Background: an optimization exercise with open tools, aiming at small area. Do not read the settings as production practice.
In this exercise RTL edits were held to simulation tests only and were not proved equivalent to the original.
No activity file was given, so power comes from the tool's default toggle rates.

**flow/run.sh**
```bash
#!/bin/bash
# Own layout flow: the standard ORFS flow (standard.sh) with three changes:
#  - synthesis maps logic with an area-oriented ABC script (flow/abc_area.script);
#    everything else in synthesis is the standard script, so registers are unchanged;
#  - ports are buffered with the smallest buffer (buf_1);
#  - clock tree synthesis uses small clock buffers and no dummy loads.
set -euo pipefail
W=$PWD
rm -rf "$W/own_scripts"
cp -r "$FLOW_HOME/scripts" "$W/own_scripts"
cp "$W/flow/abc_area.script" "$W/own_scripts/abc_area.script"

export BUFFER_PORTS_ARGS="-buffer_cell sky130_fd_sc_hd__buf_1"
export CTS_ARGS="-sink_clustering_enable -repair_clock_nets -dont_use_dummy_load -buf_list {sky130_fd_sc_hd__clkbuf_2 sky130_fd_sc_hd__clkbuf_4 sky130_fd_sc_hd__clkbuf_8}"

SCRIPTS_DIR="$W/own_scripts" bash standard.sh synth > "$W/synth.log" 2>&1
bash standard.sh > "$W/layout.log" 2>&1
test -f "$W/out/final.def"
```
**flow/abc_area.script**
```
strash
dch
amap
topo
```
**standard.sh**
```bash
#!/bin/bash
# synth_recipe.tcl (not shown) runs the flow's synth.tcl, then flattens the netlist and writes it again
# the make line also repeats each setting of config.mk as NAME=value (left out here)
make -C /OpenROAD-flow-scripts/flow DESIGN_CONFIG=/design/flow/config.mk WORK_HOME=/design/flow/orfs CLKGATE_MAP_FILE= SYNTH_SCRIPT=/design/flow/synth_recipe.tcl "${@:-finish}"
```
**config.mk**
```make
export PLATFORM = sky130hd
export DESIGN_NAME = cpu16
export DESIGN_NICKNAME = cpu16
export VERILOG_FILES = /design/flow/design.v
export SDC_FILE = /design/flow/constraint.sdc
export NUM_CORES = 4
export LEC_CHECK = 0
export ABC_AREA = 1
export CAP_MARGIN = 20
export CORE_MARGIN = 2
export CORE_UTILIZATION = 40
export PLACE_DENSITY = 0.6
export SLEW_MARGIN = 20
```
**constraint.sdc**
```tcl
create_clock -name core_clock -period 10.0 [get_ports {clk}]
set_input_delay 2.0000 -clock core_clock [delete_from_list [all_inputs] [get_ports {clk}]]
set_output_delay 2.0000 -clock core_clock [all_outputs]
set_load 0.01 [all_outputs]
```
**design.v**
```verilog
module cpu16_alu (
    input  wire       x,         
    input  wire       y,         
    input  wire       cin,       
    input  wire       is_and,
    input  wire       is_or,
    output wire       r,         
    output wire       cout
);
    wire s = x ^ y ^ cin;
    assign cout = (x & y) | (cin & (x ^ y));
    assign r = is_and ? (x & y) : is_or ? (x | y) : s;
endmodule
module cpu16 (
    input  wire        clk,
    input  wire        rst,           
    output wire [15:0] imem_addr,
    input  wire [15:0] imem_rdata,
    output wire [15:0] dmem_addr,
    output wire [15:0] dmem_wdata,
    output wire        dmem_we,
    input  wire [15:0] dmem_rdata,
    input  wire [3:0]  dbg_sel,
    output wire [15:0] dbg_rdata,
    output wire [15:0] pc_o,
    output wire [15:0] sp_o,
    output wire [15:0] ir_o,
    output wire [3:0]  flags_o,       
    output wire        halted,
    output wire        faulted
);
    localparam [1:0] ST_FE = 2'd0, ST_P1 = 2'd1, ST_P2 = 2'd2, ST_SW = 2'd3;
    reg [255:0] rf;           
    reg [15:0]  pc, ir, T;
    reg [8:0]   sp;           
    reg [3:0]   t;            
    reg [1:0]   st;
    reg         clr;          
    reg         fn, fz, fc, fv;
    reg         halted_r, faulted_r;
    reg         cy;
    reg [3:0]   shn;          
    reg         shr;          
    wire ended = halted_r | faulted_r;
    wire run   = ~ended;
    wire [3:0] op = ir[15:12];
    wire [3:0] rd = ir[11:8];
    wire [3:0] ra = ir[7:4];
    wire [3:0] rb = ir[3:0];
    wire op_loadi = op == 4'h0;
    wire op_lui   = op == 4'h1;
    wire op_load  = op == 4'h2;
    wire op_store = op == 4'h3;
    wire op_addi  = op == 4'h4;
    wire op_sub   = op == 4'h6;
    wire op_and   = op == 4'h7;
    wire op_or    = op == 4'h8;
    wire op_shft  = op == 4'h9;
    wire op_beq   = op == 4'hA;
    wire op_bne   = op == 4'hB;
    wire op_b     = op == 4'hC;
    wire op_call  = op == 4'hD;
    wire op_ret   = op == 4'hE;
    wire op_halt  = op == 4'hF;
    wire op_alu   = (op >= 4'h4) && (op <= 4'h8);    
    wire op_addsub = (op >= 4'h4) && (op <= 4'h6);
    wire s_fe = st == ST_FE;
    wire s_p1 = st == ST_P1;
    wire s_p2 = st == ST_P2;
    wire s_sw = st == ST_SW;
    wire t0   = t == 4'd0;
    wire t15  = t == 4'd15;
    wire [3:0]  wsel = ended ? dbg_sel :
                       s_fe  ? imem_rdata[3:0] :
                       (s_p1 & op_store) ? rd : ra;
    wire [15:0] w    = rf[{wsel, 4'b0} +: 16];
    wire [31:0] w2   = {w, w};
    wire [15:0] word = w2[(5'd16 - {1'b0, t}) +: 16];    
    wire pa = w[0];                        
    wire pb = rf[{rb, 4'b0}];              
    wire       sext4 = op_addi | op_load | op_store;
    wire [2:0] iidx  = (sext4 & (t[3] | t[2])) ? 3'd3 : t[2:0];
    wire       ibit  = ir[iidx];
    wire y   = sext4 ? ibit : (pb ^ op_sub);
    wire cin = t0 ? op_sub : cy;
    wire alu_r, cout;
    cpu16_alu u_alu (
        .x(pa), .y(y), .cin(cin), .is_and(op_and), .is_or(op_or),
        .r(alu_r), .cout(cout)
    );
    wire [3:0] tidx = shr ? ~shn : (shn - 4'd1);
    wire       tap  = T[tidx];
    wire       shnz = shn != 4'd0;
    wire [7:0] ea;
    genvar gi;
    generate for (gi = 0; gi < 8; gi = gi + 1) begin : g_ea
        assign ea[gi] = T[15 - gi];
    end endgenerate
    wire oor = |T[7:0];
    wire wbit = clr ? 1'b0 :
                s_p2 ? (op_shft ? tap : dmem_rdata[t]) :
                op_loadi ? (ibit & ~t[3]) :
                op_lui   ? ibit : alu_r;
    wire wen  = clr | (run & ((s_p1 & (op_loadi | (op_lui & t[3]) | op_alu)) |
                              (s_p2 & (op_shft | (op_load & ~oor)))));
    integer r;
    always @(posedge clk) begin
        for (r = 0; r < 16; r = r + 1)
            rf[16*r +: 16] <= {(wen & (clr | (rd == r))) ? wbit : rf[16*r],
                               rf[16*r+1 +: 15]};
    end
    wire fetch    = run & s_fe & t15;
    wire fetch_ok = fetch & (pc[15:8] == 8'h00);
    wire br_take  = run & s_p1 & t0 & ((op_beq & fz) | (op_bne & ~fz) | op_b);
    wire call_ok  = run & s_p1 & op_call & (t == 4'd1) & ~sp[8];
    wire ret_ok   = run & s_p1 & op_ret & t0 & ~sp[8];
    wire [9:0] pc_add = {1'b0, pc[8:0]} +
                        (s_fe ? 10'd1 : {{2{ir[7]}}, ir[7:0]});
    always @(posedge clk) begin
        t <= rst ? 4'd0 : t + 4'd1;
        cy <= cout;
        if (fetch_ok) begin
            ir  <= imem_rdata;
            shn <= word[3:0];
            shr <= word[15] | (word[3:0] == 4'd0);
        end
        if (rst)
            pc <= 16'h0000;
        else if (fetch_ok | br_take | call_ok)
            pc <= {{6{pc_add[9]}}, pc_add};
        else if (ret_ok)
            pc <= dmem_rdata;
        if (rst)
            sp <= 9'h100;
        else if (run & s_p1 & t0 & op_call)
            sp <= sp - 9'd1;
        else if (ret_ok)
            sp <= sp + 9'd1;
        if (run & s_p1 & (op_load | op_store | op_shft))
            T <= {T[14:0], op_shft ? (pa & shr) : alu_r};
        else if (run & s_p2 & op_shft)
            T <= {T[14:0], pa & ~shr};
        if (rst) begin
            st        <= ST_FE;
            clr       <= 1'b1;
            halted_r  <= 1'b0;
            faulted_r <= 1'b0;
            fn <= 1'b0; fz <= 1'b0; fc <= 1'b0; fv <= 1'b0;
        end else if (run) begin
            case (st)
                ST_FE: if (t15) begin
                    clr <= 1'b0;
                    if (pc[15:8] != 8'h00) faulted_r <= 1'b1;
                    else                   st <= ST_P1;
                end else if (t0 & ~clr & op_shft & ~shr) begin
                    fc <= tap & shnz;             
                end
                ST_P1: begin
                    if (op_alu) begin
                        fn <= alu_r;
                        fz <= ~alu_r & (t0 | fz);
                        fc <= op_addsub & cout;
                        fv <= op_addsub & (cin ^ cout);
                    end
                    if (op_shft & shr & t15)
                        fc <= tap & shnz;         
                    if (t0 & op_halt) halted_r <= 1'b1;
                    if (t0 & op_ret & sp[8]) faulted_r <= 1'b1;
                    if ((t == 4'd1) & op_call & sp[8]) faulted_r <= 1'b1;
                    if (t15)
                        st <= (op_load | op_shft) ? ST_P2 : op_store ? ST_SW : ST_FE;
                end
                ST_P2: begin
                    if (op_shft) begin
                        fn <= wbit;
                        fz <= ~wbit & (t0 | fz);
                        fv <= 1'b0;
                    end
                    if (t0 & op_load & oor) faulted_r <= 1'b1;
                    if (t15) st <= ST_FE;
                end
                ST_SW: begin
                    if (oor) faulted_r <= 1'b1;
                    st <= ST_FE;
                end
            endcase
        end
    end
    assign dmem_we    = run & ((s_sw & ~oor) | call_ok);
    assign dmem_addr  = {8'h00, ir[14] ? sp[7:0] : ea};
    assign dmem_wdata = ir[14] ? pc : word;
    assign imem_addr = pc;
    assign dbg_rdata = word;
    assign pc_o      = pc;
    assign sp_o      = {{7{sp[8] & sp[7]}}, sp};
    assign ir_o      = ir;
    assign flags_o   = {fn, fz, fc, fv};
    assign halted    = halted_r;
    assign faulted   = faulted_r;
endmodule
```
==> run notes, run 1 <==
The flow ran to the end and the layout has no timing, DRC or antenna violations. The count of non-filler cells in the finished layout is 1811. The smallest setup slack after layout is 1.44 ns. The number of distinct library cells after synthesis came out at 41. The clock transition at the registers of the reported paths is 0.06 ns.

The slowest stage of the critical path is the nor3_1 cell. The portion of netlist area occupied by mux cells came out at 0. Clock tree synthesis found a total of 332 sinks. The simple logic cell fraction of the synthesized area is 0.0731. Of the total synthesized cell area, the portion taken by XOR and XNOR cells is 0. The endpoint of the worst hold path is rf[46]. The clock passes through at most 3 buffers.

Along the worst path, the maximum fanout reaches 70. The synthesized-area fraction occupied by ao, oa, aoi and oai cells came to 0.293. Setup repair after global routing left no endpoint under its margin.

The number of detailed-routing iterations run before antenna repair came out at 5. The library cell used most frequently in the layout, excluding fill and tap cells, is dfxtp_1. The count of final setup violators is 0.

The gate count of the mapped netlist is 1217. The data arrival at the endpoint of the critical path came out at 6.56 ns. The kind of cell adding the most delay to the critical path is compound AO/OA/AOI/OAI gates. The share of layout cells above drive strength 1 came out at 0.0646. The via total after detailed routing is 10.6k. For the worst setup path, the data required time is 8.00 ns. Measured on the finished design, the core utilization comes to 0.461. The wire length of the first global-routing pass is 57.6 mm. 157 I/O pins were placed. Across the run, the number of max-cap violations was 0. The startpoint of the worst hold path is rf[47]. For this run, the register share of the synthesized area comes to 0.556. The average cell area after synthesis came out at 10.4 um^2. The worst hold path was traced through 0 stages.

The number of antenna violations at the first check in global routing came out at 0. The synthesis-to-layout area growth is 14.3%. Summing all placed instances gives a cell area of 13700 um^2.

In this run the clock root is driven by a clkbuf_8. The largest net degree at the start of global routing is 71. The routability-driven placement congestion ratio is 0.924.

In this run the cell area of the synthesized design comes to 12600 um^2. The count of yosys warnings during synthesis came out at 1. The placed wire-length estimate is 26.2 mm. The worst slack at placement is 1.82 ns. The number of placed instances, taps included, is 1756. The buffers plus inverters on the worst setup path came out at 5. The residual antenna-violating net count after detailed routing is 0.

The count of state elements after synthesis is 332. The count of pins over their slew limit is 0. The final global-route overflow total came out at 0. The number of port buffers came out at 148.

Summed over all layers, the routed wires come to 37.4 mm. The die covers 33000 um^2. The die outline width came out at 182 um. The critical path goes through clkinv_1, nor2_1, clkinv_1, nor3_1, o22ai_1, o22a_1, o22ai_4, buf_4, buf_4, o22ai_1, o22ai_1, o221a_1, a31oi_1, o22a_1, or2_1, o21a_1, o22a_1, o22ai_1, o22a_1, buf_1.

TritonCTS built the clock tree. The design draws 2.55 mW. IR analysis of the VDD net gives a maximum drop of 0.113 mV.

The number of buffers inserted during clock tree synthesis came out at 55. The period utilization is 0.856. The violation count after the first detailed-route iteration came out at 784. The residual DRC count is 0. The register-to-register setup slack is 3.33 ns. The final-stage net count is 1475. The biggest cell delay along the critical path is 0.81 ns. The worst register-to-register path begins at ir[13]. The arithmetic-cell share of the synthesized area counting full adders, half adders and majority gates is 0.0276. The post-cts repair resize count came out at 0. The library cells used most frequently in the layout, excluding fill and tap cells, are 295 x dfxtp_1, 148 x buf_1, 112 x o22ai_1. The highest clock frequency the design can meet came out at 0.117 GHz.

Summed over all cells, the static leakage comes to 4.83 nW. Clock skew on the completed layout was measured at 0.0990 ns. The type of the worst setup path is register to output pin. The vertical die dimension came out at 182 um. The share of synthesized flip-flops with an asynchronous set or reset is 0. The source-to-sink clock delay at the later pin of the worst-skew pair came out at 0.63 ns.

The number of global-route vias before repair came out at 10.2k. In the synthesized netlist the dominant register cell turns out to be dfxtp_1. After synthesis, the largest family of logic cells by area is compound AO/OA/AOI/OAI gates.

In the final routed layout, each cell accounts on average for 20.7 um. The repair_antennas step left the layout with diodes totalling 0. The number of enable flip-flop cells after synthesis came out at 37. STA classifies the critical path endpoint as an output pin. The worst reg2reg path depth came out at 23. The overall track demand over capacity in global routing is 0.221. The number of setup buffers added after CTS is 0.

The initial cell density of the core is 0.403. In this run the power density over the cells is 177 nW/um^2. The H-tree generated during clock tree synthesis spans 2 levels. The endpoint identified for the worst register-to-register timing path is fz.

The final hold violation count is 0. The actual transition at the worst max-transition pin came out at 1.10 ns. The average vias per placed instance is 5.85.

STA classifies the critical path startpoint as a register. The min-delay analysis places its worst path in the category register to register. The relative max-transition margin is 0.269.

Once layout is done, the placed cells without fillers occupy 14400 um^2. The smallest clock period supported by the final layout is computed as 8.56 ns. The cell row count is 65. The count of hold-fix buffers inserted at cts is 0. The region available for standard cell placement spans 31300 um^2.
registers in the layout, summed over array words and instances (netlist names), 2 cells and up:
register and count:
t 4, ir 16, sp 9, pc 16
T 16, st 2, shn 4, rf 256
layout make-up:
class                   count  area (um^2)
clock buffers              55          757
fillers                  2962        16900
inverters                  99          375
multi-input cells         759         5090
flip-flops and latches    332         7020
well taps                 402          503
repair buffers            164          688
worst max path at each step:
stage,start,endpoint,slack [ns],cells past startpoint
detailed placement,imem_rdata[0],dmem_wdata[2],1.82,16
CTS,ir[13],dmem_wdata[2],1.40,20
global placement,imem_rdata[0],dmem_wdata[2],1.88,16
floorplan,imem_rdata[0],dmem_wdata[5],-0.58,14
finish,ir[13],dmem_wdata[2],1.44,20
global route,ir[13],dmem_wdata[2],1.04,20
per-layer routing:
metal,vias to the layer above,part of all wire,GRT usage
li1,5094,-,-
met1,5042,0.44,0.285
met2,399,0.48,0.378
met3,57,0.055,0.0363
met4,0,0.028,0.0774
met5,-,0,0
report_power, final:
| group | internal (mW) | leakage [nW] | switching (mW) |
|---|---|---|---|
| Combinational | 0.0854 | 1.72 | 0.174 |
| Clock | 0.481 | 0.395 | 0.464 |
| Sequential | 1.35 | 2.71 | 0.00170 |
| Total | 1.92 | 4.83 | 0.639 |
per-stage QoR:
step	setup TNS, ns	hold WS (ns)
floorplan	-13.03	0.331
global placement	0	0.333
detailed placement	0	0.336
CTS	0	0.237
global route	0	0.255
finish	0	0.250
synthesized netlist by cell type, types with 6 or more instances:
library cell    n  area share
o21ai_0        40       0.016
nor2b_1         8      0.0040
o221a_1        15       0.013
or3_1          12      0.0059
a221oi_1       18       0.012
o32ai_1        11      0.0076
ha_1           23       0.023
o22a_1         79       0.055
or2_0           8      0.0040
nand3_1        16      0.0063
a22oi_1        67       0.040
a21oi_1        66       0.026
dfxtp_1       295        0.47
clkinv_1       99       0.029
o21a_1          6      0.0036
nor3_1         14      0.0056
a31oi_1        17      0.0084
edfxtp_1       37       0.088
nor2_1        104       0.031
o22ai_1       116       0.058
nand2_1        43       0.013
o221ai_1       45       0.031
buf_4          34       0.020
a32oi_1        10      0.0069
cell families (layout without fill, tap and decap cells):
logic type | after synthesis | after routing
compound gates | 513 | 513
flops | 332 | 332
simple gates | 212 | 212
buf+inv | 133 | 318
fa+ha+maj | 26 | 26
other cells | 1 | 8
==> run 2, diff against run 1 <==
--- a/flow/run.sh
+++ b/flow/run.sh
@@ -12,5 +12,5 @@
 
 export BUFFER_PORTS_ARGS="-buffer_cell sky130_fd_sc_hd__buf_1"
-export CTS_ARGS="-sink_clustering_enable -repair_clock_nets -dont_use_dummy_load -buf_list {sky130_fd_sc_hd__clkbuf_2 sky130_fd_sc_hd__clkbuf_4 sky130_fd_sc_hd__clkbuf_8}"
+export CTS_ARGS="-sink_clustering_enable -repair_clock_nets -dont_use_dummy_load -sink_clustering_size 8 -sink_clustering_max_diameter 40 -buf_list {sky130_fd_sc_hd__clkbuf_4}"
 
 SCRIPTS_DIR="$W/own_scripts" bash standard.sh synth > "$W/synth.log" 2>&1
--- a/config.mk
+++ b/config.mk
@@ -9,5 +9,5 @@
 export CAP_MARGIN = 20
 export CORE_MARGIN = 2
-export CORE_UTILIZATION = 40
-export PLACE_DENSITY = 0.6
+export CORE_UTILIZATION = 60
+export PLACE_DENSITY = 0.75
 export SLEW_MARGIN = 20
==> run 2 against run 1 <==
Effect of this change: clock power fell by about 30%; via count rose by 1.6%; clock-buffer cell count fell by 2; sequential share of layout area rose by 1.9 points; combinational power fell by 4%; area after synthesis did not move; sequential cell count did not move; cell area fell by 3.7%; largest power group unchanged.
==> run notes, run 2 <==
For flop-to-flop paths, the worst setup slack is 3.31 ns. In this run the clock root is driven by a clkbuf_4. The number of port buffers is 148.

After synthesis, the share of flip-flops with an asynchronous set or reset is 0. Leaving out fill and tap cells, the most frequent cells in the layout are 294 x dfxtp_1, 148 x buf_1, 112 x o22ai_1. The maximum clock skew at final layout came out at 0.0904 ns. The total non-filler cell area in the finished layout is 13900 um^2.

The residual DRC count came out at 0. For the pin with the worst max-slew slack, the measured transition is 0.985 ns. The sequential share of the synthesized area came out at 0.556. In the final layout, the share of cells above drive strength 1 is 0.0633.

The critical path goes through clkinv_1, nor2_1, clkinv_1, nor3_1, clkinv_1, a221oi_1, nor3_1, a21oi_2, buf_4, clkinv_1, o221ai_1, a32oi_1, o22a_1, o22a_1, o22a_1, o22ai_1, o22a_1, buf_1. The run finished with no timing, DRC or antenna violations. For hold timing, the worst endpoint is rf[222]. The vertical die dimension is 149 um. The worst endpoint required time came out at 8.00 ns. The count of nets left with antenna violations once routing finished came out at 0.

The worst setup path is captured at an output pin. The top cell type's share of synthesized area came out at 0.468. The count of non-filler cells in the finished layout is 1685.

The total area of sequential cells is 7020 um^2. Setup repair after global routing left no endpoint under its margin. The number of global-route vias before repair came out at 9987. The floorplan has 53 rows. Before antenna repair, the detailed router went through 7 iterations. The net switching fraction of the power is 0.261. Along the worst path, the maximum fanout reaches 33. The count of final setup violators is 0. The smallest clock period supported by the final layout is computed as 8.53 ns. The utilization of the core after routing came out at 0.668. In the synthesized netlist the dominant register cell turns out to be dfxtp_1.

The count of pins over their slew limit came out at 0. The clock group share of total power came out at 0.293. The number of filler cells placed in the layout is 1743. In the synthesized netlist, the cells that appear most often are 295 x dfxtp_1, 116 x o22ai_1, 104 x nor2_1, 99 x clkinv_1, 79 x o22a_1. The source-to-sink clock delay at the later pin of the worst-skew pair came out at 0.71 ns. Buffers inserted during clock tree synthesis total 53. Averaged over all synthesized cells, the footprint is 10.4 um^2. The average vias per placed instance is 6.39. Summing all multi-input logic gate instances after layout gives 5090 um^2. The final-stage net count is 1472. The count of yosys warnings during synthesis came out at 1. Including well taps, the total number of placed cells is 1628. From synthesis to final layout, the design area changed by 10.2%. The type of the tightest min-delay check is register to register. The number of distinct library cells after synthesis came out at 41. On the critical path the largest part of the delay comes from compound AO/OA/AOI/OAI gates.

The cell leakage power came out at 4.66 nW. The routed length per instance came out at 20.5 um. The total overflow left after global routing is 0. The clock passes through at most 3 buffers. The violation count after the first detailed-route iteration came out at 923. The post-CTS setup buffer count is 0.

The relative max-transition margin is 0.326. STA classifies the critical path startpoint as a register. Once placement finished, the instance area stood at 13500 um^2.

The routability-driven placement congestion ratio is 0.988. The wire-length estimate of the detail-placed layout is 23.9 mm. Counting cells, the worst reg-to-reg path comes to 23.

The count of state elements after synthesis is 332. The critical path is of the register to output pin type. Leaving out fill and tap cells, the most frequent cell in the layout is dfxtp_1. The die covers 22200 um^2. The gate count of the mapped netlist is 1217. Yosys mapped a number of flops with a built-in enable equal to 37.

The via total after detailed routing came out at 10.8k. The largest net degree at the start of global routing came out at 96. IR analysis of the VDD net gives a maximum drop of 0.0830 mV.

The data arrival at the endpoint of the critical path is 6.53 ns. The register with the most flip-flops in the final layout is rf. The relative contribution of combinational cells to total power came out at 0.110. The final hold violation count is 0. The die outline width came out at 149 um. The hold path depth came out at 0. The number of sinks on the clock net is 332. The initial utilization of the core area, before any placement, comes to 0.606.

The number of antenna violations at the first check in global routing is 1. The clock transition at the registers of the reported paths came out at 0.09 ns. dfxtp_1 is the most common cell in the netlist. The power density over cell area is 163 nW/um^2. Across every metal layer, demand over resource in global routing totals 0.307. The buffers plus inverters on the worst setup path is 6. The switching power summed over all nets is 0.590 mW. The register with the most flip-flops in the layout has 256 of them. The top-level I/O count is 157. The count of hold-fix buffers inserted at cts is 0.

The sum of negative setup slack is 0 ns. The max-capacitance violation count is 0. Of the available clock period, the critical path in the final layout requires 0.853. The worst setup path startpoint is ir[13]. The area inside the core boundary is 20800 um^2. The post-cts repair resize count came out at 0. For this run, the slowest stage of the critical path takes 0.85 ns. By area the synthesized netlist is led by dfxtp_1 47%, edfxtp_1 8.8%, o22ai_1 5.8%. The first global-routing pass estimated 53.8 mm of wire.

The number of levels the H-tree was split into came out at 2. The TritonCTS clock tree is done. The worst register-to-register path ends at fz. Of the total power, registers draw 0.597. Internal power comes to 1.67 mW. The total number of cells along the worst setup path is 18.

The cell area after technology mapping is 12600 um^2. The final wirelength came out at 34.6 mm. The highest clock frequency the design can meet came out at 0.117 GHz. The largest individual stage delay along the critical path comes from the cell clkinv_1. Of all cell types, the one taking the most synthesized area is dfxtp_1. In this run the critical register-to-register path is launched from ir[13]. In this run the most critical hold path is launched from rf[223].
[run 2: cell counts after synthesis]
Identical to the previous run, type by type.
[run 2: through the flow]
stage	worst slack [ns]	hold slack, ns	power, mW
after floorplan	-0.584	0.331	1.55
after global placement	2.18	0.332	1.62
after detailed placement	2.12	0.336	1.62
after CTS	1.66	0.264	2.27
after global routing	1.09	0.283	2.35
final	1.47	0.281	2.26
[run 2: power by group through the flow]
stage | logic, mW | registers [mW] | clock network (mW)
finish | 0.249 | 1.35 | 0.662
global route | 0.268 | 1.35 | 0.736
CTS | 0.245 | 1.35 | 0.677
detailed placement | 0.244 | 1.38 | 0
global placement | 0.242 | 1.38 | 0
floorplan | 0.167 | 1.38 | 0
[run 2: logic make-up (layout without fill, tap and decap cells)]
family	count (synthesis)	in the layout	synth area share
DFF	332	332	0.556
adders and majority gates	26	26	0.0276
buffers and inverters	133	315	0.0497
AOI/OAI and AO/OA	513	513	0.293
other	1	12	0.000297
and+or+nand+nor	212	212	0.0731
[run 2: layer usage]
| layer | vias to the layer above | GRT usage | wire [um] |
|---|---|---|---|
| li1 | 5109 | - | - |
| met1 | 5125 | 0.411 | 14800 |
| met2 | 456 | 0.509 | 16500 |
| met3 | 72 | 0.0498 | 2260 |
| met4 | 0 | 0.107 | 957 |
| met5 | - | 0 | 0 |
[run 2: worst max-delay path by stage]
stage	end	slack, ns
2_1_floorplan	dmem_wdata[5]	-0.58
3_3_place_gp	dmem_wdata[0]	2.18
3_5_place_dp	dmem_wdata[0]	2.12
4_1_cts	dmem_wdata[0]	1.66
5_1_grt	dmem_wdata[2]	1.09
6_report	dmem_wdata[0]	1.47
[run 2: layout make-up]
class | count | area share
tap | 275 | 0.0248
clock buffer | 53 | 0.0286
timing repair buffer | 163 | 0.0481
inverter | 99 | 0.0270
antenna | 4 | 0.000720
sequential | 332 | 0.505
multi-input combinational | 759 | 0.366
==> run 3, diff against run 2 <==
--- a/flow/run.sh
+++ b/flow/run.sh
@@ -12,5 +12,5 @@
 
 export BUFFER_PORTS_ARGS="-buffer_cell sky130_fd_sc_hd__buf_1"
-export CTS_ARGS="-sink_clustering_enable -repair_clock_nets -dont_use_dummy_load -sink_clustering_size 8 -sink_clustering_max_diameter 40 -buf_list {sky130_fd_sc_hd__clkbuf_4}"
+export CTS_ARGS="-sink_clustering_enable -repair_clock_nets -dont_use_dummy_load -sink_clustering_size 16 -sink_clustering_max_diameter 50 -buf_list {sky130_fd_sc_hd__clkbuf_8}"
 
 SCRIPTS_DIR="$W/own_scripts" bash standard.sh synth > "$W/synth.log" 2>&1
==> run 3 against run 2 <==
Effect of this change: still clean; sequential cell count did not move; maximum frequency rose by 0.85%; sequential share of layout area fell by 0.068 points; clock skew fell by 0.018 ns; cell area rose by 0.14%; utilization rose by 0.090 points; synthesized cell count did not move; wire length fell by 0.89%; register-to-register slack improved by 0.04 ns; combinational power barely moved; setup slack improved by 0.072 ns; sequential power barely moved; highest routed layer unchanged.
==> run notes, run 3 <==
The count of final setup violators came out at 0. Traced cell by cell, the critical path runs through clkinv_1, nor2_1, clkinv_1, nor3_1, clkinv_1, a221oi_1, nor3_1, a21oi_2, buf_4, clkinv_1, o221ai_1, a32oi_1, o22a_1, o22a_1, o22a_1, o22ai_1, o22a_1, buf_1. At the end of routability-driven placement, the weighted congestion stood at 0.988. The share of layout cells above drive strength 1 is 0.0484. The overall track demand over capacity in global routing is 0.302. The data arrival at the endpoint of the critical path came out at 6.46 ns.

The source-to-sink clock delay at the later pin of the worst-skew pair came out at 0.61 ns. The power density over cell area came out at 164 nW/um^2. The final global-route overflow total came out at 0. The number of enable flip-flop cells after synthesis is 37. The portion of netlist area occupied by mux cells is 0.

Once the clock tree was built, the setup fixing pass inserted 0 buffers. The wire length on met1 came out at 14.7 mm. The arithmetic-cell share of the synthesized area counting full adders, half adders and majority gates is 0.0276. The count of yosys warnings during synthesis is 1. The total area of multi-input combinational cells came out at 5090 um^2. The via total after detailed routing came out at 10.6k. The top cell type's share of synthesized area came out at 0.468. Setup repair after global routing left no endpoint under its margin. The routed design uses 2.33 mm of met3 wire.

Measured along the y axis, the die boundary spans 149 um. The cell area after technology mapping is 12600 um^2. The slowest stage of the critical path belongs to the cell clkinv_1.

Yosys attributes the largest share of cell area to dfxtp_1 47%, edfxtp_1 8.8%, o22ai_1 5.8%. The cell row count came out at 53. The top-level I/O count is 157. Across the run, the number of max-cap violations was 0. The residual DRC count came out at 0. In the layout the commonest cells are 294 x dfxtp_1, 148 x buf_1, 112 x o22ai_1. The violation count after the first detailed-route iteration came out at 957. The highest clock frequency the design can meet came out at 0.118 GHz.

A synthesized cell averages 10.4 um^2. STA classifies the critical path startpoint as a register. The gate count of the mapped netlist is 1217. In this run the number of H-tree levels came out at 1.

The area enclosed by the die boundary is 22200 um^2. The clock transition at the registers of the reported paths came out at 0.09 ns. The synthesized-area fraction occupied by ao, oa, aoi and oai cells is 0.293. The nature of the critical path endpoint is an output pin. The period utilization is 0.846.

The most used standard cell by instance count after synthesis is dfxtp_1. The count of non-filler cells in the finished layout came out at 1659. The initial utilization of the core area, before any placement, comes to 0.606. The post-route worst hold slack is 0.303 ns. The register with the most flip-flops in the final layout is rf. TritonCTS built the clock tree.

The shortest period the worst path allows came out at 8.46 ns. The clock passes through at most 3 buffers. The biggest area contributor in the post-synthesis netlist is dfxtp_1.

In this run the worst path has a maximum fanout of 33. By count the netlist is led by 295 x dfxtp_1, 116 x o22ai_1, 104 x nor2_1, 99 x clkinv_1, 79 x o22a_1. The number of distinct library cells after synthesis is 41. The count of hold-fix buffers inserted at cts is 0. The post-cts repair resize count is 0.

The placed wire-length estimate is 23.9 mm. IR analysis of the VDD net gives a maximum drop of 0.116 mV. Dividing the detail-routed wire length by the instance count gives 20.7 um. The amount of wire on met2 after detailed routing came out at 16.0 mm. Across the routed clock network, the largest skew measured is 0.0720 ns. The number of antenna violations at the first check in global routing is 0. The count of pins over their slew limit is 0.

The biggest cell delay along the critical path is 0.85 ns. In the synthesized netlist the dominant register cell turns out to be dfxtp_1. After synthesis, the largest family of logic cells by area is compound AO/OA/AOI/OAI gates.

The final layout contains 1450 nets. The final hold violation count came out at 0. Of the total synthesized cell area, the portion taken by AND, OR, NAND and NOR gates is 0.0731. The share of synthesized flip-flops with an asynchronous set or reset came out at 0. The largest net degree at the start of global routing is 96. The wire length of the first global-routing pass is 52.9 mm. The fraction of synthesized cell area in xor and xnor cells came out at 0. The highest layer touched by signal routing is met4. The number of sinks on the clock net is 332. The finished cells cover 13900 um^2.

Headroom to the max-slew limit came out at 0.316. The area after detailed placement is 13500 um^2. In this run the clock root is driven by a clkbuf_8. The critical path is of the register to output pin type. The number of buffers inserted during clock tree synthesis is 31. The sum of negative setup slack is 0 ns. The total area of sequential cells came out at 7020 um^2. The number of filler cells placed in the layout is 1729.

The number of global-route vias before repair is 9694. The number of detailed-routing iterations run before antenna repair is 6. For the pin with the worst max-slew slack, the measured transition is 1.03 ns.

The final layout contains routed wiring with a total length of 34.3 mm. The number of flip-flops under the largest register name came out at 256. The worst endpoint required time came out at 8.00 ns. The sequential share of the synthesized area came out at 0.556.

The average vias per placed instance came out at 6.37. The library cell used most frequently in the layout, excluding fill and tap cells, is dfxtp_1. Summed over all cells, the static leakage comes to 4.64 nW.

The area inside the core boundary is 20800 um^2. The number of port buffers is 148. The number of instances in the placed design came out at 1628. The number of antenna diodes is 0. In this run the horizontal extent of the chip is 149 um. The residual antenna-violating net count after detailed routing came out at 0. The synthesis-to-layout area growth is 10.3%.

The path class of the tightest hold or removal check is register to register. In this run, synthesis produced a sequential element count of 332. The run finished with no timing, DRC or antenna violations.
run 3: cell counts after synthesis:
Identical to the previous run, type by type.
run 3: path summary, 6_finish.rpt:
kind	start	end	slack [ns]	depth (start not counted)
setup / recovery	ir[13]	dmem_wdata[0]	1.54	18
hold / removal	rf[61]	rf[60]	0.30	0
setup reg to reg	ir[13]	fz	3.35	23
hold reg to reg	rf[61]	rf[60]	0.30	0
run 3: cell type report:
| class | count | area share |
|---|---|---|
| flip-flops and latches | 332 | 0.504 |
| inverters | 99 | 0.0270 |
| well taps | 275 | 0.0247 |
| repair buffers | 163 | 0.0480 |
| multi-input cells | 759 | 0.365 |
| clock buffers | 31 | 0.0307 |
run 3: layer usage:
metal	up-vias	GRT usage
li1	5047	-
met1	4995	0.408
met2	436	0.492
met3	91	0.0495
met4	0	0.110
met5	-	0
run 3: critical path, delay by kind of cell (launching register included):
family | cells | cell delay (ns)
flops | 1 | 0.40
buf+inv | 6 | 2.04
simple gates | 3 | 0.78
compound gates | 9 | 2.63
run 3: kinds of logic (layout without fill, tap and decap cells):
logic type	Yosys count	count (layout)
and+or+nand+nor	212	212
other	1	8
DFF	332	332
adders and majority gates	26	26
AOI/OAI and AO/OA	513	513
buffers and inverters	133	293
run 3: power by group:
part | switching (mW) | leakage, nW | internal (mW)
clock network | 0.405 | 0.223 | 0.274
registers | 0.00405 | 2.71 | 1.35
logic | 0.164 | 1.71 | 0.0849
run 3: through the flow:
stage,worst slack (ns),utilization,power [mW]
3_5_place_dp,2.12,0.648,1.62
2_1_floorplan,-0.584,-,1.55
4_1_cts,1.76,0.668,2.28
3_3_place_gp,2.18,0.648,1.62
5_1_grt,1.19,0.668,2.36
6_report,1.54,0.668,2.28
==> run 4, diff against run 3 <==
==> run.sh (new file) <==
#!/bin/bash
# synth_recipe.tcl (not shown) runs the flow's synth.tcl, then flattens the netlist and writes it again
# the make line also repeats each setting of config.mk as NAME=value (left out here)
make -C /OpenROAD-flow-scripts/flow DESIGN_CONFIG=/design/flow/config.mk WORK_HOME=/design/flow/orfs CLKGATE_MAP_FILE= SYNTH_SCRIPT=/design/flow/synth_recipe.tcl finish
--- a/config.mk
+++ b/config.mk
@@ -6,8 +6,7 @@
 export NUM_CORES = 4
 export LEC_CHECK = 0
-export ABC_AREA = 1
 export CAP_MARGIN = 20
 export CORE_MARGIN = 2
-export CORE_UTILIZATION = 60
-export PLACE_DENSITY = 0.75
+export CORE_UTILIZATION = 40
+export PLACE_DENSITY = 0.6
 export SLEW_MARGIN = 20
removed: flow/run.sh
removed: flow/abc_area.script
removed: standard.sh
==> run 4 against run 3 <==
Effect of this change: still clean; first-iteration DRC count increased by 7.0%; sequential cell count unchanged; clock power rose by 120%; sequential share of layout area down 11 points; critical path type is now primary input to output pin; critical endpoint is now dmem_wdata[13]; largest power group is now clock.
==> run notes, run 4 <==
The relative contribution of combinational cells to total power is 0.124. The run finished with no timing, DRC or antenna violations. Along the worst path, the maximum fanout reaches 34. Setup total negative slack on the finished layout was measured at 0 ns.

The cell that appears most often on the critical path is clkdlybuf4s50_1. The routability-driven placement congestion ratio is 0.896. The number of detailed-routing iterations run before antenna repair came out at 5.

Leaving out fill and tap cells, the most frequent cells in the layout are 295 x dfxtp_1, 148 x clkdlybuf4s50_1, 91 x mux2i_1. The number of buffers inserted during clock tree synthesis came out at 37. Among all stages on the critical path, the largest delay is contributed by nor2_4. The post-CTS setup buffer count came out at 0. For this run, the total global-route usage over all layers was measured as 0.239.

Averaged over all synthesized cells, the footprint is 10.3 um^2. The global-route track usage on met1 came out at 0.315. Of the cells placed in the final design, the portion with a size suffix greater than 1 is 0.124. The count of hold-fix buffers inserted at cts is 0. The residual antenna-violating net count after detailed routing is 0.

The placed wire-length estimate came out at 32.9 mm. For this run, design rule violations remaining after detail routing come to 0. The top cell type's share of synthesized area came out at 0.403. The worst setup path is launched from a primary input. In this run the static leakage power is 6.93 nW. The path class of the tightest hold or removal check is register to register. The repair_antennas step left the layout with diodes totalling 0. STA classifies the critical path endpoint as an output pin. After clock tree synthesis, the repair step resized 0 gates. The biggest cell delay along the critical path came out at 0.84 ns. The share of synthesized flip-flops with an asynchronous set or reset came out at 0. In this run, the number of DRC markers left after iteration 0 of detailed routing was 1024. The sequential share of the synthesized area came out at 0.479. For this run, global-route usage on met2 was measured as 0.380. The leading cell type in the layout, fill and taps excluded is dfxtp_1. The number of levels the H-tree was split into is 2. The count of yosys warnings during synthesis is 1. The relative max-transition margin is 0.329. The gate count of the mapped netlist came out at 1417. The type of the worst setup path is primary input to output pin. For the worst setup path, the data required time is 8.00 ns. The clock transition at the registers of the reported paths is 0.06 ns. The maximum count of clock buffers along a single path came out at 3. The number of port buffers came out at 148. The share of total power dissipated in the clock network is 0.460. The initialized floorplan defines 70 standard-cell rows.

The die covers 38200 um^2. The maximum clock skew at final layout came out at 0.0173 ns. The most flop-heavy register is rf. The net switching fraction of the power is 0.249. dfxtp_1 takes more of the synthesized area than any other cell. The number of flip-flops under the largest register name came out at 256.

The area inside the core boundary came out at 36300 um^2. The top-level I/O count came out at 157. The final-stage net count came out at 1574.

The max-capacitance violation count came out at 0. The final hold violation count is 0. The shortest period the worst path allows is 8.85 ns. For this design the total switching power over the nets is 0.809 mW. The highest clock frequency the design can meet came out at 0.113 GHz. In this run the most used layer during global routing was met2. The most used flip-flop cell after synthesis is dfxtp_1. Data on the critical path arrives at its endpoint at 6.85 ns.

OpenSTA, run right after detailed placement, puts the worst setup slack at 1.23 ns. At the pin with the least slew margin, the transition time is 1.00 ns. Setup violations remaining at the end of the flow were counted as 0. The count of state elements after synthesis is 332. The die outline width is 195 um. The final global-route overflow total came out at 0. The first global-routing pass estimated 70.1 mm of wire. The most used standard cell by instance count after synthesis is dfxtp_1. The count of pins over their slew limit is 0.

The area growth from synthesis to layout is 20.5%. The part of the power in registers is 0.416. The number of global-route vias before repair is 11.5k. In this run the power density over the cells is 184 nW/um^2. The cell area that synthesis handed to floorplanning was 14700 um^2. The signal on the critical path passes through clkdlybuf4s50_1, a22o_1, nor2_4, buf_4, a211oi_1, or4_4, mux2_2, mux4_2, a221oi_2, o21ai_1, mux2_4, clkdlybuf4s50_1. The internal power summed over all cells came out at 2.44 mW. The average vias per placed instance is 5.83. The period utilization is 0.885. The number of antenna violations at the first check in global routing is 0.

The floorplan step set the die height to 195 um. TritonCTS built the clock tree. Setup repair after global routing left no endpoint under its margin. The smallest setup slack after layout is 1.15 ns. The initial utilization of the core area, before any placement, comes to 0.403. The number of sinks on the clock net is 332. The routed length per instance came out at 23.0 um. The source-to-sink clock delay at the later pin of the worst-skew pair is 0.56 ns. Ranked by total cell area, the synthesized netlist is headed by dfxtp_1 40%, edfxtp_1 7.6%, mux2i_1 6.2%. The worst ir drop on vdd came out at 0.134 mV. The via total after detailed routing came out at 11.7k. Counting the fill cells in the layout gives 3342. Entering global routing, the biggest net connects 56 pins. The number of distinct library cells after synthesis came out at 80. The final wirelength came out at 46.2 mm. In this run the clock root is driven by a clkbuf_16.

For met3 alone, demand over resource in global routing was 0.0539. Yosys mapped a number of flops with a built-in enable equal to 37. The commonest cells after synthesis are 295 x dfxtp_1, 91 x mux2i_1, 88 x nor2_1, 86 x nand2_1, 82 x a211oi_1.
[run 4: cell types whose count changed in the layout (fill, tap and decap cells not counted), moves of 42 or more]
cell	previous run	this run
and3_1	3	53
o22a_1	79	6
buf_1	148	0
a22oi_1	67	5
nand2_1	43	86
clkinv_1	95	0
o221ai_1	45	3
o22ai_1	112	20
a211oi_1	2	82
clkdlybuf4s50_1	0	148
mux2i_1	0	91
[run 4: layout make-up]
cell class / instances / area, um^2 / share of cell area
repair buffers: 178 / 1720 / 0.0973
well taps: 468 / 586 / 0.0331
multi-input cells: 939 / 6930 / 0.392
clock buffers: 49 / 1030 / 0.0584
clock inverters: 18 / 312 / 0.0176
inverters: 22 / 82.6 / 0.00467
flip-flops and latches: 332 / 7020 / 0.397
[run 4: per-stage QoR]
step	total power [mW]	cell area, um^2	hold WS (ns)	instances	utilization
3_3_place_gp	1.78	16300	0.327	1939	0.449
6_report	3.25	17700	0.340	2006	0.486
2_1_floorplan	1.62	14700	0.323	1424	-
4_1_cts	3.27	17700	0.339	2006	0.486
5_1_grt	3.35	17700	0.352	2006	0.486
3_5_place_dp	1.78	16300	0.328	1939	0.449
[run 4: cells by family (layout without fill, tap and decap cells)]
group,Yosys count,after routing,share of synthesized area
adders and majority gates,26,26,0.0237
muxes,157,157,0.131
xor gates and xnor gates,24,24,0.0143
and+or+nand+nor,373,373,0.129
DFF,332,332,0.479
AOI/OAI and AO/OA,351,351,0.170
buffers and inverters,153,267,0.0522
other,1,8,0.000256
[run 4: power groups by stage]
stage	sequential (mW)	clock [mW]	combinational, mW
floorplan	1.38	0	0.237
global placement	1.38	0	0.396
CTS	1.35	1.52	0.400
finish	1.35	1.49	0.404
detailed placement	1.38	0	0.397
global route	1.35	1.58	0.428
[run 4: path summary, 6_finish.rpt]
check / startpoint / endpoint / slack, ns / depth (start not counted)
setup / recovery: imem_rdata[0] / dmem_wdata[13] / 1.15 / 12
hold / removal: rf[214] / rf[213] / 0.34 / 0
setup reg to reg: st[0] / shr / 3.89 / 13
hold reg to reg: rf[214] / rf[213] / 0.34 / 0
[run 4: critical path, delay by kind of cell]
family,cells,cell delay (ns)
buffers and inverters,3,1.32
muxes,3,1.05
AOI/OAI and AO/OA,4,1.02
and+or+nand+nor,2,1.42
[run 4: metal layers]
metal / wire length (um) / part of all wire / vias to the layer above
met5: 0 / 0 / -
met4: 1640 / 0.036 / 0
met3: 3740 / 0.081 / 110
met2: 20900 / 0.45 / 547
met1: 19900 / 0.43 / 5634
li1: - / - / 5410

separate check: timing with driven ports:
How much do the figures lean on ideal ports? The routed layouts below were timed once more, with nothing changed but the port constraints.
Step 1: set_driving_cell puts a clkbuf_16 on clk and a buf_2 on each other input, an assumption about the parent block.
Step 2 adds t to the input delays and takes it off the output delays; t is the mean of the earliest and latest rising clock arrival at the registers after step 1. Input paths then give back, and output paths get back, about the clock's delay inside the block.
Slacks: ideal / step 1 / step 2; pairs: ideal / step 1.
run | t, ns | setup WS [ns] | worst slew at a driven data input, ns
run 1 | 0.623 | 1.437 / 1.390 / 1.831 | 0.09
run 2 | 0.711 | 1.469 / 1.423 / 2.004 | 0.04
run 3 | 0.620 | 1.541 / 1.500 / 1.985 | 0.04
run 4 | 0.603 | 1.150 / 1.121 / 1.121 | 0.04
After both steps every run listed still meets setup and hold. For run 4, which loses most, drivers alone change the setup slack by -0.029 ns; drivers and shift together by -0.029 ns.
